This is an optimization exercise on Yosys and OpenROAD, whose aim is small area, not a production implementation. Only simulation tests tie the RTL to the original design; equivalence was not proved.

==> design.v <==
module crc32_rom (
    input  wire [7:0]  idx,
    output reg  [31:0] data
);
    always @(*) begin
        case (idx)
            8'h00: data = 32'h00000000;
            8'h01: data = 32'h77073096;
            8'h02: data = 32'hEE0E612C;
            8'h03: data = 32'h990951BA;
            8'h04: data = 32'h076DC419;
            8'h05: data = 32'h706AF48F;
            8'h06: data = 32'hE963A535;
            8'h07: data = 32'h9E6495A3;
            8'h08: data = 32'h0EDB8832;
            8'h09: data = 32'h79DCB8A4;
            8'h0A: data = 32'hE0D5E91E;
            8'h0B: data = 32'h97D2D988;
            8'h0C: data = 32'h09B64C2B;
            8'h0D: data = 32'h7EB17CBD;
            8'h0E: data = 32'hE7B82D07;
            8'h0F: data = 32'h90BF1D91;
            8'h10: data = 32'h1DB71064;
            8'h11: data = 32'h6AB020F2;
            8'h12: data = 32'hF3B97148;
            8'h13: data = 32'h84BE41DE;
            8'h14: data = 32'h1ADAD47D;
            8'h15: data = 32'h6DDDE4EB;
            8'h16: data = 32'hF4D4B551;
            8'h17: data = 32'h83D385C7;
            8'h18: data = 32'h136C9856;
            8'h19: data = 32'h646BA8C0;
            8'h1A: data = 32'hFD62F97A;
            8'h1B: data = 32'h8A65C9EC;
            8'h1C: data = 32'h14015C4F;
            8'h1D: data = 32'h63066CD9;
            8'h1E: data = 32'hFA0F3D63;
            8'h1F: data = 32'h8D080DF5;
            8'h20: data = 32'h3B6E20C8;
            8'h21: data = 32'h4C69105E;
            8'h22: data = 32'hD56041E4;
            8'h23: data = 32'hA2677172;
            8'h24: data = 32'h3C03E4D1;
            8'h25: data = 32'h4B04D447;
            8'h26: data = 32'hD20D85FD;
            8'h27: data = 32'hA50AB56B;
            8'h28: data = 32'h35B5A8FA;
            8'h29: data = 32'h42B2986C;
            8'h2A: data = 32'hDBBBC9D6;
            8'h2B: data = 32'hACBCF940;
            8'h2C: data = 32'h32D86CE3;
            8'h2D: data = 32'h45DF5C75;
            8'h2E: data = 32'hDCD60DCF;
            8'h2F: data = 32'hABD13D59;
            8'h30: data = 32'h26D930AC;
            8'h31: data = 32'h51DE003A;
            8'h32: data = 32'hC8D75180;
            8'h33: data = 32'hBFD06116;
            8'h34: data = 32'h21B4F4B5;
            8'h35: data = 32'h56B3C423;
            8'h36: data = 32'hCFBA9599;
            8'h37: data = 32'hB8BDA50F;
            8'h38: data = 32'h2802B89E;
            8'h39: data = 32'h5F058808;
            8'h3A: data = 32'hC60CD9B2;
            8'h3B: data = 32'hB10BE924;
            8'h3C: data = 32'h2F6F7C87;
            8'h3D: data = 32'h58684C11;
            8'h3E: data = 32'hC1611DAB;
            8'h3F: data = 32'hB6662D3D;
            8'h40: data = 32'h76DC4190;
            8'h41: data = 32'h01DB7106;
            8'h42: data = 32'h98D220BC;
            8'h43: data = 32'hEFD5102A;
            8'h44: data = 32'h71B18589;
            8'h45: data = 32'h06B6B51F;
            8'h46: data = 32'h9FBFE4A5;
            8'h47: data = 32'hE8B8D433;
            8'h48: data = 32'h7807C9A2;
            8'h49: data = 32'h0F00F934;
            8'h4A: data = 32'h9609A88E;
            8'h4B: data = 32'hE10E9818;
            8'h4C: data = 32'h7F6A0DBB;
            8'h4D: data = 32'h086D3D2D;
            8'h4E: data = 32'h91646C97;
            8'h4F: data = 32'hE6635C01;
            8'h50: data = 32'h6B6B51F4;
            8'h51: data = 32'h1C6C6162;
            8'h52: data = 32'h856530D8;
            8'h53: data = 32'hF262004E;
            8'h54: data = 32'h6C0695ED;
            8'h55: data = 32'h1B01A57B;
            8'h56: data = 32'h8208F4C1;
            8'h57: data = 32'hF50FC457;
            8'h58: data = 32'h65B0D9C6;
            8'h59: data = 32'h12B7E950;
            8'h5A: data = 32'h8BBEB8EA;
            8'h5B: data = 32'hFCB9887C;
            8'h5C: data = 32'h62DD1DDF;
            8'h5D: data = 32'h15DA2D49;
            8'h5E: data = 32'h8CD37CF3;
            8'h5F: data = 32'hFBD44C65;
            8'h60: data = 32'h4DB26158;
            8'h61: data = 32'h3AB551CE;
            8'h62: data = 32'hA3BC0074;
            8'h63: data = 32'hD4BB30E2;
            8'h64: data = 32'h4ADFA541;
            8'h65: data = 32'h3DD895D7;
            8'h66: data = 32'hA4D1C46D;
            8'h67: data = 32'hD3D6F4FB;
            8'h68: data = 32'h4369E96A;
            8'h69: data = 32'h346ED9FC;
            8'h6A: data = 32'hAD678846;
            8'h6B: data = 32'hDA60B8D0;
            8'h6C: data = 32'h44042D73;
            8'h6D: data = 32'h33031DE5;
            8'h6E: data = 32'hAA0A4C5F;
            8'h6F: data = 32'hDD0D7CC9;
            8'h70: data = 32'h5005713C;
            8'h71: data = 32'h270241AA;
            8'h72: data = 32'hBE0B1010;
            8'h73: data = 32'hC90C2086;
            8'h74: data = 32'h5768B525;
            8'h75: data = 32'h206F85B3;
            8'h76: data = 32'hB966D409;
            8'h77: data = 32'hCE61E49F;
            8'h78: data = 32'h5EDEF90E;
            8'h79: data = 32'h29D9C998;
            8'h7A: data = 32'hB0D09822;
            8'h7B: data = 32'hC7D7A8B4;
            8'h7C: data = 32'h59B33D17;
            8'h7D: data = 32'h2EB40D81;
            8'h7E: data = 32'hB7BD5C3B;
            8'h7F: data = 32'hC0BA6CAD;
            8'h80: data = 32'hEDB88320;
            8'h81: data = 32'h9ABFB3B6;
            8'h82: data = 32'h03B6E20C;
            8'h83: data = 32'h74B1D29A;
            8'h84: data = 32'hEAD54739;
            8'h85: data = 32'h9DD277AF;
            8'h86: data = 32'h04DB2615;
            8'h87: data = 32'h73DC1683;
            8'h88: data = 32'hE3630B12;
            8'h89: data = 32'h94643B84;
            8'h8A: data = 32'h0D6D6A3E;
            8'h8B: data = 32'h7A6A5AA8;
            8'h8C: data = 32'hE40ECF0B;
            8'h8D: data = 32'h9309FF9D;
            8'h8E: data = 32'h0A00AE27;
            8'h8F: data = 32'h7D079EB1;
            8'h90: data = 32'hF00F9344;
            8'h91: data = 32'h8708A3D2;
            8'h92: data = 32'h1E01F268;
            8'h93: data = 32'h6906C2FE;
            8'h94: data = 32'hF762575D;
            8'h95: data = 32'h806567CB;
            8'h96: data = 32'h196C3671;
            8'h97: data = 32'h6E6B06E7;
            8'h98: data = 32'hFED41B76;
            8'h99: data = 32'h89D32BE0;
            8'h9A: data = 32'h10DA7A5A;
            8'h9B: data = 32'h67DD4ACC;
            8'h9C: data = 32'hF9B9DF6F;
            8'h9D: data = 32'h8EBEEFF9;
            8'h9E: data = 32'h17B7BE43;
            8'h9F: data = 32'h60B08ED5;
            8'hA0: data = 32'hD6D6A3E8;
            8'hA1: data = 32'hA1D1937E;
            8'hA2: data = 32'h38D8C2C4;
            8'hA3: data = 32'h4FDFF252;
            8'hA4: data = 32'hD1BB67F1;
            8'hA5: data = 32'hA6BC5767;
            8'hA6: data = 32'h3FB506DD;
            8'hA7: data = 32'h48B2364B;
            8'hA8: data = 32'hD80D2BDA;
            8'hA9: data = 32'hAF0A1B4C;
            8'hAA: data = 32'h36034AF6;
            8'hAB: data = 32'h41047A60;
            8'hAC: data = 32'hDF60EFC3;
            8'hAD: data = 32'hA867DF55;
            8'hAE: data = 32'h316E8EEF;
            8'hAF: data = 32'h4669BE79;
            8'hB0: data = 32'hCB61B38C;
            8'hB1: data = 32'hBC66831A;
            8'hB2: data = 32'h256FD2A0;
            8'hB3: data = 32'h5268E236;
            8'hB4: data = 32'hCC0C7795;
            8'hB5: data = 32'hBB0B4703;
            8'hB6: data = 32'h220216B9;
            8'hB7: data = 32'h5505262F;
            8'hB8: data = 32'hC5BA3BBE;
            8'hB9: data = 32'hB2BD0B28;
            8'hBA: data = 32'h2BB45A92;
            8'hBB: data = 32'h5CB36A04;
            8'hBC: data = 32'hC2D7FFA7;
            8'hBD: data = 32'hB5D0CF31;
            8'hBE: data = 32'h2CD99E8B;
            8'hBF: data = 32'h5BDEAE1D;
            8'hC0: data = 32'h9B64C2B0;
            8'hC1: data = 32'hEC63F226;
            8'hC2: data = 32'h756AA39C;
            8'hC3: data = 32'h026D930A;
            8'hC4: data = 32'h9C0906A9;
            8'hC5: data = 32'hEB0E363F;
            8'hC6: data = 32'h72076785;
            8'hC7: data = 32'h05005713;
            8'hC8: data = 32'h95BF4A82;
            8'hC9: data = 32'hE2B87A14;
            8'hCA: data = 32'h7BB12BAE;
            8'hCB: data = 32'h0CB61B38;
            8'hCC: data = 32'h92D28E9B;
            8'hCD: data = 32'hE5D5BE0D;
            8'hCE: data = 32'h7CDCEFB7;
            8'hCF: data = 32'h0BDBDF21;
            8'hD0: data = 32'h86D3D2D4;
            8'hD1: data = 32'hF1D4E242;
            8'hD2: data = 32'h68DDB3F8;
            8'hD3: data = 32'h1FDA836E;
            8'hD4: data = 32'h81BE16CD;
            8'hD5: data = 32'hF6B9265B;
            8'hD6: data = 32'h6FB077E1;
            8'hD7: data = 32'h18B74777;
            8'hD8: data = 32'h88085AE6;
            8'hD9: data = 32'hFF0F6A70;
            8'hDA: data = 32'h66063BCA;
            8'hDB: data = 32'h11010B5C;
            8'hDC: data = 32'h8F659EFF;
            8'hDD: data = 32'hF862AE69;
            8'hDE: data = 32'h616BFFD3;
            8'hDF: data = 32'h166CCF45;
            8'hE0: data = 32'hA00AE278;
            8'hE1: data = 32'hD70DD2EE;
            8'hE2: data = 32'h4E048354;
            8'hE3: data = 32'h3903B3C2;
            8'hE4: data = 32'hA7672661;
            8'hE5: data = 32'hD06016F7;
            8'hE6: data = 32'h4969474D;
            8'hE7: data = 32'h3E6E77DB;
            8'hE8: data = 32'hAED16A4A;
            8'hE9: data = 32'hD9D65ADC;
            8'hEA: data = 32'h40DF0B66;
            8'hEB: data = 32'h37D83BF0;
            8'hEC: data = 32'hA9BCAE53;
            8'hED: data = 32'hDEBB9EC5;
            8'hEE: data = 32'h47B2CF7F;
            8'hEF: data = 32'h30B5FFE9;
            8'hF0: data = 32'hBDBDF21C;
            8'hF1: data = 32'hCABAC28A;
            8'hF2: data = 32'h53B39330;
            8'hF3: data = 32'h24B4A3A6;
            8'hF4: data = 32'hBAD03605;
            8'hF5: data = 32'hCDD70693;
            8'hF6: data = 32'h54DE5729;
            8'hF7: data = 32'h23D967BF;
            8'hF8: data = 32'hB3667A2E;
            8'hF9: data = 32'hC4614AB8;
            8'hFA: data = 32'h5D681B02;
            8'hFB: data = 32'h2A6F2B94;
            8'hFC: data = 32'hB40BBE37;
            8'hFD: data = 32'hC30C8EA1;
            8'hFE: data = 32'h5A05DF1B;
            8'hFF: data = 32'h2D02EF8D;
            default: data = 32'h00000000;
        endcase
    end
endmodule
module crc32_engine (
    input  wire        clk,
    input  wire        rst,
    input  wire        cmd_valid,
    output wire        cmd_ready,
    input  wire [7:0]  cmd,
    input  wire [31:0] din,
    output wire [31:0] dout,
    output wire        err
);
    localparam [31:0] CRC_INIT   = 32'hFFFFFFFF;
    localparam [31:0] CRC_XOROUT = 32'hFFFFFFFF;
    localparam [3:0] OP_NOP     = 4'h0;
    localparam [3:0] OP_INIT    = 4'h1;
    localparam [3:0] OP_LOAD    = 4'h2;
    localparam [3:0] OP_UPDATE  = 4'h3;
    localparam [3:0] OP_RDSTATE = 4'h4;
    localparam [3:0] OP_FINAL   = 4'h5;
    localparam [3:0] OP_RDTAB   = 4'h6;
    reg [31:0] s_q;       
    reg [31:0] dout_q;    
    reg        err_q;     
    reg        ready_q;   
    wire [3:0] op  = cmd[7:4];
    wire [1:0] rsv = cmd[3:2];
    wire [1:0] n   = cmd[1:0];
    wire legal = (op <= OP_RDTAB) && (rsv == 2'b00) &&
                 ((op == OP_UPDATE) || (n == 2'b00));
    wire accept = cmd_valid && ready_q;
    wire [31:0] t0, t1, t2, t3;
    wire [31:0] s1, s2, s3, s4;
    crc32_rom u_rom0 (.idx(s_q[7:0] ^ din[7:0]),   .data(t0));
    assign s1 = {8'h00, s_q[31:8]} ^ t0;
    crc32_rom u_rom1 (.idx(s1[7:0] ^ din[15:8]),   .data(t1));
    assign s2 = {8'h00, s1[31:8]} ^ t1;
    crc32_rom u_rom2 (.idx(s2[7:0] ^ din[23:16]),  .data(t2));
    assign s3 = {8'h00, s2[31:8]} ^ t2;
    crc32_rom u_rom3 (.idx(s3[7:0] ^ din[31:24]),  .data(t3));
    assign s4 = {8'h00, s3[31:8]} ^ t3;
    reg [31:0] s_upd;
    always @(*) begin
        case (n)
            2'd0:    s_upd = s1;
            2'd1:    s_upd = s2;
            2'd2:    s_upd = s3;
            default: s_upd = s4;
        endcase
    end
    wire [31:0] t_rd;
    crc32_rom u_rom_rd (.idx(din[7:0]), .data(t_rd));
    always @(posedge clk) begin
        if (rst) begin
            s_q     <= CRC_INIT;
            dout_q  <= 32'h00000000;
            err_q   <= 1'b0;
            ready_q <= 1'b0;
        end else begin
            ready_q <= 1'b1;
            if (accept) begin
                if (!legal) begin
                    err_q <= 1'b1;
                end else begin
                    case (op)
                        OP_INIT:    s_q    <= CRC_INIT;
                        OP_LOAD:    s_q    <= din;
                        OP_UPDATE:  s_q    <= s_upd;
                        OP_RDSTATE: dout_q <= s_q;
                        OP_FINAL:   dout_q <= s_q ^ CRC_XOROUT;
                        OP_RDTAB:   dout_q <= t_rd;
                        default:    ;   
                    endcase
                end
            end
        end
    end
    assign cmd_ready = ready_q;
    assign dout      = dout_q;
    assign err       = err_q;
endmodule
==> run.sh <==
#!/bin/bash
# synth_recipe.tcl (not shown) runs the flow's synth.tcl, then flattens the netlist and writes it again
# the make line also repeats each setting of config.mk as NAME=value (left out here)
make -C /OpenROAD-flow-scripts/flow DESIGN_CONFIG=/design/flow/config.mk WORK_HOME=/design/flow/orfs CLKGATE_MAP_FILE= SYNTH_SCRIPT=/design/flow/synth_recipe.tcl finish
==> config.mk <==
export PLATFORM = sky130hd
export DESIGN_NAME = crc32_engine
export DESIGN_NICKNAME = crc32_engine
export VERILOG_FILES = /design/flow/design.v
export SDC_FILE = /design/flow/constraint.sdc
export NUM_CORES = 4
export LEC_CHECK = 0
export CAP_MARGIN = 20
export CORE_MARGIN = 2
export CORE_UTILIZATION = 40
export SLEW_MARGIN = 20
export SYNTH_MEMORY_MAX_BITS = 65536
==> constraint.sdc <==
create_clock -name core_clock -period 8.0 [get_ports {clk}]
set_input_delay 1.6000 -clock core_clock [delete_from_list [all_inputs] [get_ports {clk}]]
set_output_delay 1.6000 -clock core_clock [all_outputs]
set_load 0.01 [all_outputs]
==> impl_summary.log <==
[metrics] RSZ-0062 raised after global routing: false
[metrics] number of max-cap violations: 0
[metrics] largest stage delay on the critical path: 0.81 ns
[metrics] Final Cell Area: a little under 10000 um^2
[metrics] routability cong.: roughly 1
[metrics] All-Layer GR Usage: 0.2807
[metrics] CTS Buf Count: 9
[metrics] number of flops mapped to enable cells by yosys: 0
[metrics] path depth of the worst reg2reg path: 13
[metrics] library cell occupying the most area in the post-synthesis netlist: sky130_fd_sc_hd__xnor2_1
[metrics] buffers from clock root to sink, at most: 2
[metrics] Port Buf Inserts: 76
[metrics] final period utilization: 0.9259
[metrics] post-CTS setup buffer count: 0
[metrics] via count: ~7200
[metrics] crit path kind: input port to register
[metrics] aggregate global routing overflow: 0
[metrics] Req. time, crit path: around 8 ns
[metrics] sequential cell area fraction in the yosys report: 0.1583
[metrics] cell-by-cell listing of the critical path: clkdlybuf4s50_1 -> xnor2_1 -> xor2_1 -> xor3_1 -> xnor2_1 -> xor2_1 -> xnor3_1 -> inv_1 -> ha_1 -> nor2_1 -> mux2i_1 -> xnor2_1 -> nand2_1 -> a311o_1
[metrics] Slowest-stage cell, CP: sky130_fd_sc_hd__xor2_1
[metrics] cell types with the highest counts after synthesis: sky130_fd_sc_hd__xnor2_1, sky130_fd_sc_hd__nor2_1, sky130_fd_sc_hd__a21oi_1
[metrics] global-route wire length before repair: roughly 45000 um
[metrics] worst-margin pin slew: between 0.9 and 1 ns
[metrics] number of nets in the final layout: between 1000 and 1500
[metrics] Final ANT Viol Nets: 0
[metrics] worst clock skew: 0.01065 ns
[metrics] Final Max Slew Viols: 0
[metrics] Die Width: 148.4 um
[metrics] warning count from the yosys run: 2
[metrics] wire per inst: 24.50 um
[metrics] clock network latency to the later pin of the worst-skew pair: 0.35 ns
[metrics] number of storage elements in the synthesis netlist: 66
[metrics] Post-CTS Hold Buffers: 0
[metrics] Hold Crit Class: register to register
[metrics] antenna diode count: 0
[metrics] primary flip-flop cell chosen by synthesis mapping: sky130_fd_sc_hd__dfxtp_1
[metrics] WHS Path Cells: 2
[metrics] initial antenna violation count: 0
[metrics] Clock H-tree levels: 3
[metrics] Place WS: 0.3827 ns
[metrics] Area after DPL: just over 9000 um^2
[metrics] most used cell, CP: sky130_fd_sc_hd__xnor2_1
[metrics] biggest area contributors in the synthesized netlist: sky130_fd_sc_hd__xnor2_1, sky130_fd_sc_hd__dfxtp_1, sky130_fd_sc_hd__xnor3_1, sky130_fd_sc_hd__xor2_1, sky130_fd_sc_hd__nor2_1
[metrics] Fillers: 2026
[metrics] CP max FO: 11
[metrics] most frequent cell after synthesis: sky130_fd_sc_hd__xnor2_1
[metrics] Slew Limit Headroom: 0.3565
[metrics] worst path setup slack after routing: 0.5925 ns
[metrics] Critical Path Source Type: input port
[metrics] drt initial violations: 700
[metrics] fraction of final layout cells with drive strength greater than 1: 0.07708
[metrics] post-synth net total: slightly below 1000
[metrics] CTS root buffer: sky130_fd_sc_hd__clkbuf_16
[metrics] area of the mapped netlist: roughly 8300 um^2
[metrics] standard-cell rows: 52
[metrics] count of final setup violators: 0
[metrics] clock sink total: between 60 and 70
[metrics] final routed wirelength across all metal layers: ~30000 um
[metrics] capturing element type of the critical path: register
[metrics] Crit path arrival time: ~7.6 ns
[metrics] Via-to-Cell Ratio: 5.788
[metrics] run status: no timing/DRC/antenna violations
[metrics] number of iterations in the first detailed-routing pass: 5
[metrics] placeable core region: approximately 20000 um^2
[metrics] vertical die dimension: 148.4 um
[metrics] number of gates resized after CTS: 0
[metrics] count of pins on the block boundary: 77
[metrics] maximum number of pins on one net before global-route repair: just under 70
[metrics] Starting Density: 0.4098
[metrics] final cell utilization of the core: 0.4736
[metrics] post-synth cell types: 53
[metrics] TNS Setup: 0 ns
[metrics] clock transition at the register clock pins on the worst setup and hold paths after CTS: ~0.060 ns
[metrics] number of endpoints with negative hold slack in the final report: 0
[metrics] Syn Area/Cell: between 9 and 10 um^2
[metrics] Layout area overhead: 15.58%
[metrics] die outline area: around 22000 um^2
[metrics] Gate Count Post-Synth: just over 900
[metrics] area share of the leading cell type in the synthesized netlist: 0.1900
[metrics] maximum clock frequency: 135.0 MHz
[metrics] CTS tree: done
[metrics] Async S/R FF share, synth: 0
[metrics] post-detail-place hpwl: roughly 24000 um
[metrics] vias in the first global route: slightly below 7000
[metrics] fin crit period: between 7 and 8 ns
[metrics] drt drc: 0
-- per-stage QoR --
step                std cells  hold WS (ns)
detailed placement       1227        0.4642
finish                   1243        0.4716
global placement         1227        0.4670
global route             1243        0.5121
floorplan                 927        0.4746
CTS                      1243        0.4772
-- logic make-up (layout without fill, tap and decap cells) --
kind of cell | after synthesis | after routing | share of synthesized area
xor+xnor | 339 | 339 | 0.5005
compound gates | 233 | 233 | 0.1744
simple gates | 185 | 185 | 0.09011
buf+inv | 79 | 125 | 0.03988
flops | 66 | 66 | 0.1583
mux | 17 | 17 | 0.02489
fa+ha+maj | 8 | 8 | 0.01199
-- area by class of cell --
| cell class | count | area [um^2] | area share |
|---|---|---|---|
| multi-input cells | 782 | 6698 | 0.6944 |
| inverters | 13 | 48.80 | 0.005059 |
| clock inverters | 6 | 95.09 | 0.009859 |
| flip-flops and latches | 66 | 1321 | 0.1370 |
| clock buffers | 10 | 239.0 | 0.02478 |
| repair buffers | 96 | 905.9 | 0.09392 |
| well taps | 270 | 337.8 | 0.03502 |
-- sequential cells by signal (all words and copies together), names as in the netlist --
name	count
dout_q	32
err_q	1
ready_q	1
s_q	32
-- per-layer routing --
| layer | vias up | GRT usage | share of wire |
|---|---|---|---|
| met3 | 82 | 0.07393 | 0.10 |
| met4 | 0 | 0.1167 | 0.048 |
| met1 | 3399 | 0.3631 | 0.41 |
| met5 | - | 0 | 0 |
| li1 | 3318 | - | - |
| met2 | 395 | 0.4458 | 0.45 |
-- final timing paths --
kind | slack (ns) | from | endpoint
setup / recovery | 0.59 | din[7] | s_q[8]
setup reg to reg | 2.26 | s_q[7] | s_q[8]
hold reg to reg | 0.47 | err_q | err_q
hold / removal | 0.47 | err_q | err_q
-- critical path: cells and delay by family --
kind	cells	cell delay, ns
buf+inv	2	0.90
compound gates	1	0.34
simple gates	2	0.34
mux	1	0.15
xor+xnor	7	4.04
fa+ha+maj	1	0.24
-- placed cells by master (no fill, tap or decap), types with 32 or more instances in the layout --
| master | n |
|---|---|
| sky130_fd_sc_hd__a211oi_1 | 37 |
| sky130_fd_sc_hd__xnor2_1 | 181 |
| sky130_fd_sc_hd__xnor3_1 | 45 |
| sky130_fd_sc_hd__nand2_1 | 32 |
| sky130_fd_sc_hd__xor2_1 | 69 |
| sky130_fd_sc_hd__clkdlybuf4s50_1 | 75 |
| sky130_fd_sc_hd__o21ai_0 | 40 |
| sky130_fd_sc_hd__nor2_1 | 125 |
| sky130_fd_sc_hd__a21oi_1 | 85 |
| sky130_fd_sc_hd__dfxtp_1 | 66 |

==> what the ideal ports hide <==
Ports are ideal in the flow. The routed layout listed here was re-timed in OpenROAD.
Step 1 (the two cells are an assumption about what drives the block):
set clk [get_ports {clk}]
set_driving_cell -lib_cell sky130_fd_sc_hd__clkbuf_16 $clk
set_driving_cell -lib_cell sky130_fd_sc_hd__buf_2 [delete_from_list [all_inputs] $clk]
Step 2 times the ports against the registers' clock, not the clock port: input delays grow and output delays shrink by t, the midpoint of the rising clock arrivals with the driver on.
Three values: ideal ports, drivers, drivers and shift; two values: the first two.
shift t [ns]: 0.393
setup WS [ns]: 0.592 / 0.609 / 0.216
hold slack, ns: 0.472 / 0.472 / 0.472
worst setup path after step 2: input to register
worst register clock-pin slew, ns: 0.07 / 0.07
After both steps this run still meets setup and hold. The setup slack of this run moves by +0.017 ns with the drivers and by -0.376 ns with both steps.
